Source: an optimization exercise on an open RTL-to-GDS flow (aim: small area). Production flows keep margins and buffers that such runs may drop.
Function was checked by simulation only, so behaviour that the tests miss may differ from the original.
The clock port is modelled as an ideal driver, which makes a skipped or thinned clock tree look cheaper than it is; a real chip needs a root buffer or a tree.
Power is estimated from default activity; no workload was simulated.

Design swo_core, start of the top module:
module swo_core #(
    parameter integer N = 52    
) (
    input  wire clock,
    input  wire rst,
    input  wire triggerIn,
    input  wire buttonIn,
    output wire swoOut,
    output wire ledRun,
    output wire ledMode
);
Size: ~120 cells after synthesis, ~28 flip-flops, ~7 I/O pins, roughly 0.0011 mm^2 of cells after synthesis.
Settings: LEC_CHECK=0, CAP_MARGIN=20, CORE_AREA=2.3 2.72 60.72 59.84, DIE_AREA=0 0 62.895 62.895, SLEW_MARGIN=20; clock period 10.0 ns.
standard.sh (not shown) runs the stock make flow with config.mk's settings and CLKGATE_MAP_FILE= SYNTH_SCRIPT=/design/flow/synth_recipe.tcl, a recipe that flattens the netlist after the stock synthesis.
==> flow/flow/run.sh <==
#!/bin/bash
# Own layout flow: the standard ORFS flow (standard.sh, unchanged steps)
# with these settings passed to make:
#  - synthesis maps with an area-oriented ABC script and without adder-cell
#    extraction; registers are the standard ones. Each script in flow/abc/
#    and 16 deepsyn-based scripts (seeds 1..16, written to abc_gen/) are
#    tried (synthesis only, in try_<name>/); the one giving the least cell
#    area is used for the layout;
#  - the port buffers are buf_1 cells;
#  - CTS builds its tree from clkbuf_8 cells without dummy loads;
# and after CTS, flow/unroot.tcl removes the root clock buffer (whose only
# loads are the leaf clock buffers) and merges the leaves into one clkbuf_16
# that the clock port drives directly, then legalizes the placement.
# make's output goes to flow_make_*.log here (try_<name>.log for the trials,
# synth_trials.log for their areas); each ORFS tool writes its own log under
# orfs/logs/ (try_<name>/logs/ for the trials).
set -euo pipefail
W="$PWD"
COMMON=(ABC_AREA=1 ADDER_MAP_FILE= "BUFFER_PORTS_ARGS=-buffer_cell sky130_fd_sc_hd__buf_1"
  "CTS_ARGS=-dont_use_dummy_load -sink_clustering_enable -sink_clustering_size 40 -sink_clustering_max_diameter 200 -buf_list sky130_fd_sc_hd__clkbuf_8 -root_buf sky130_fd_sc_hd__clkbuf_8 -repair_clock_nets")
mkdir -p abc_gen
for s in $(seq 1 16); do
  printf '%s\n' strash '&get -n' "&deepsyn -J 100 -S $s -T 100" '&put' '&get -n' '&dch -f' \
    '&nf -R 1000 -p -F 8 -A 4 -C 32' '&put' topo > "abc_gen/J$s.script"
done
SCRIPTS=(flow/abc/*.script abc_gen/*.script)
for f in "${SCRIPTS[@]}"; do
  n=$(basename "$f" .script)
  cp -r "$FLOW_HOME/scripts" "scripts_$n"
  cp "$f" "scripts_$n/abc_area.script"
  sed "s#$W/orfs#$W/try_$n#g" standard.sh > "try_$n.sh"
  bash "try_$n.sh" SCRIPTS_DIR="$W/scripts_$n" "${COMMON[@]}" synth > "try_$n.log" 2>&1 &
done
wait
best=""; besta=""
for f in "${SCRIPTS[@]}"; do
  n=$(basename "$f" .script)
  a=$(grep -h "Chip area for module" "try_$n/reports/$FLOW_PLATFORM/swo_core/base/synth_stat.txt" 2>/dev/null | awk '{print $NF}' | tail -1 || true)
  echo "$n ${a:-failed}" >> synth_trials.log
  if [[ -n "$a" ]] && { [[ -z "$besta" ]] || awk "BEGIN{exit !($a < $besta)}"; }; then best=$n; besta=$a; fi
done
echo "chosen $best $besta" >> synth_trials.log
ARGS=(SCRIPTS_DIR="$W/scripts_$best" "${COMMON[@]}")
bash standard.sh "${ARGS[@]}" cts > flow_make_cts.log 2>&1
RESULTS="$W/orfs/results/$FLOW_PLATFORM/swo_core/base" openroad -no_init -exit flow/unroot.tcl > unroot.log 2>&1
bash standard.sh "${ARGS[@]}" finish > flow_make_finish.log 2>&1
==> flow/flow/unroot.tcl <==
# After CTS: the root clock buffer only drives the leaf clock buffers. Drop
# it, merge the leaves into one clkbuf_16 that drives every clock sink, and
# let the clock port drive that buffer directly. Then legalize placement.
set R $::env(RESULTS)
read_db $R/4_cts.odb
set block [ord::get_db_block]
set port_net [[$block findBTerm clock] getNet]
proc out_net {inst} {
  foreach it [$inst getITerms] { if {[$it isOutputSignal]} { return [$it getNet] } }
  return ""
}
set loads [$port_net getITerms]
if {[llength $loads] == 1} {
  set root [[lindex $loads 0] getInst]
  set rnet [out_net $root]
  set leaves {}
  foreach it [$rnet getITerms] { if {[$it getInst] ne $root} { lappend leaves [$it getInst] } }
  set ok [expr {[llength $leaves] >= 1 && [llength $leaves] <= 4}]
  foreach l $leaves { if {![string match "sky130_fd_sc_hd__clkbuf_*" [[$l getMaster] getName]]} { set ok 0 } }
  if {$ok} {
    set keep [lindex $leaves 0]
    set knet [out_net $keep]
    foreach l [lrange $leaves 1 end] {
      set lnet [out_net $l]
      foreach it [$lnet getITerms] {
        if {[$it getInst] ne $l} { $it disconnect; $it connect $knet }
      }
      odb::dbInst_destroy $l
      odb::dbNet_destroy $lnet
    }
    $keep swapMaster [[ord::get_db] findMaster sky130_fd_sc_hd__clkbuf_16]
    set kin ""
    foreach it [$keep getITerms] { if {[$it isInputSignal]} { set kin $it } }
    $kin disconnect; $kin connect $port_net
    odb::dbInst_destroy $root
    odb::dbNet_destroy $rnet
    detailed_placement
    check_placement -verbose
    puts "unroot: one clkbuf_16 ([$keep getName]) drives the clock sinks"
    write_db $R/4_cts.odb
  } else {
    puts "unroot: tree left as is"
  }
}
Other scripts of this flow, unchanged in this note and not shown: flow/flow/abc/C.script, flow/flow/abc/P.script, flow/flow/abc/R.script, flow/flow/abc/R2.script, flow/flow/abc/S.script, flow/flow/abc/T.script, flow/flow/abc/U.script, flow/flow/abc/V.script, flow/flow/abc/W.script
The starting point produced a clean layout.
Next try:
--- a/flow/flow/run.sh
+++ b/flow/flow/run.sh
@@ -9,7 +9,7 @@
 #  - the port buffers are buf_1 cells;
 #  - CTS builds its tree from clkbuf_8 cells without dummy loads;
-# and after CTS, flow/unroot.tcl removes the root clock buffer (whose only
-# loads are the leaf clock buffers) and merges the leaves into one clkbuf_16
-# that the clock port drives directly, then legalizes the placement.
+# and after CTS, flow/unroot.tcl removes the root clock buffer, whose only
+# loads are the two or three leaf clock buffers (the clock port then drives
+# them directly).
 # make's output goes to flow_make_*.log here (try_<name>.log for the trials,
 # synth_trials.log for their areas); each ORFS tool writes its own log under
==> flow/flow/unroot.tcl (replaced) <==
# After CTS: the root clock buffer only drives the leaf clock buffers. Drop
# it and let the clock port drive those few buffers directly.
set R $::env(RESULTS)
read_db $R/4_cts.odb
set block [ord::get_db_block]
set port_net [[$block findBTerm clock] getNet]
set loads {}
foreach it [$port_net getITerms] { lappend loads $it }
if {[llength $loads] == 1} {
  set root [[lindex $loads 0] getInst]
  set out_net ""
  foreach it [$root getITerms] {
    if {[$it isOutputSignal]} { set out_net [$it getNet] }
  }
  set leaves {}
  foreach it [$out_net getITerms] {
    if {[$it getInst] ne $root} { lappend leaves $it }
  }
  set ok [expr {[llength $leaves] <= 4}]
  foreach it $leaves {
    if {![string match "sky130_fd_sc_hd__clkbuf_*" [[[$it getInst] getMaster] getName]]} { set ok 0 }
  }
  if {$ok} {
    foreach it $leaves { $it disconnect; $it connect $port_net }
    puts "unroot: removed [$root getName], port drives [llength $leaves] buffers"
    odb::dbInst_destroy $root
    odb::dbNet_destroy $out_net
    write_db $R/4_cts.odb
  } else {
    puts "unroot: tree left as is"
  }
}
Outcome:
- worst hold slack barely changes
- flip-flop and latch count stays the same
- worst setup slack improves by 0.019 ns
- design area hardly moves
- die area stays the same
- total power goes up slightly
- area after synthesis stays the same
- routed wire length goes up slightly
- maximum frequency goes up slightly
- global-route usage goes up by 0.27 points

-- port drivers added, routing unchanged --
Ports are ideal in the flow. The routed layouts listed here were re-timed in OpenROAD.
Step 1 sets driving cells, clkbuf_16 on the clock port and buf_2 on the other inputs (assumed; they add their load-dependent delay and slew).
Step 2 also shifts input and output timing later by t, the mid clock arrival at the registers, as if the neighbouring blocks saw the same clock.
a / b / c = ideal / step 1 / step 2; a / b = the first two.
run	t, ns	slack for setup (ns)	hold slack, ns	worst setup path after step 2	worst data-port slew with drivers (ns)
the first run	0.188	6.535 / 6.508 / 6.691	0.481 / 0.481 / 0.481	input to register	0.03
the second run	0.178	6.554 / 6.521 / 6.689	0.478 / 0.478 / 0.478	input to register	0.03
After both steps setup and hold are still met in every run listed.
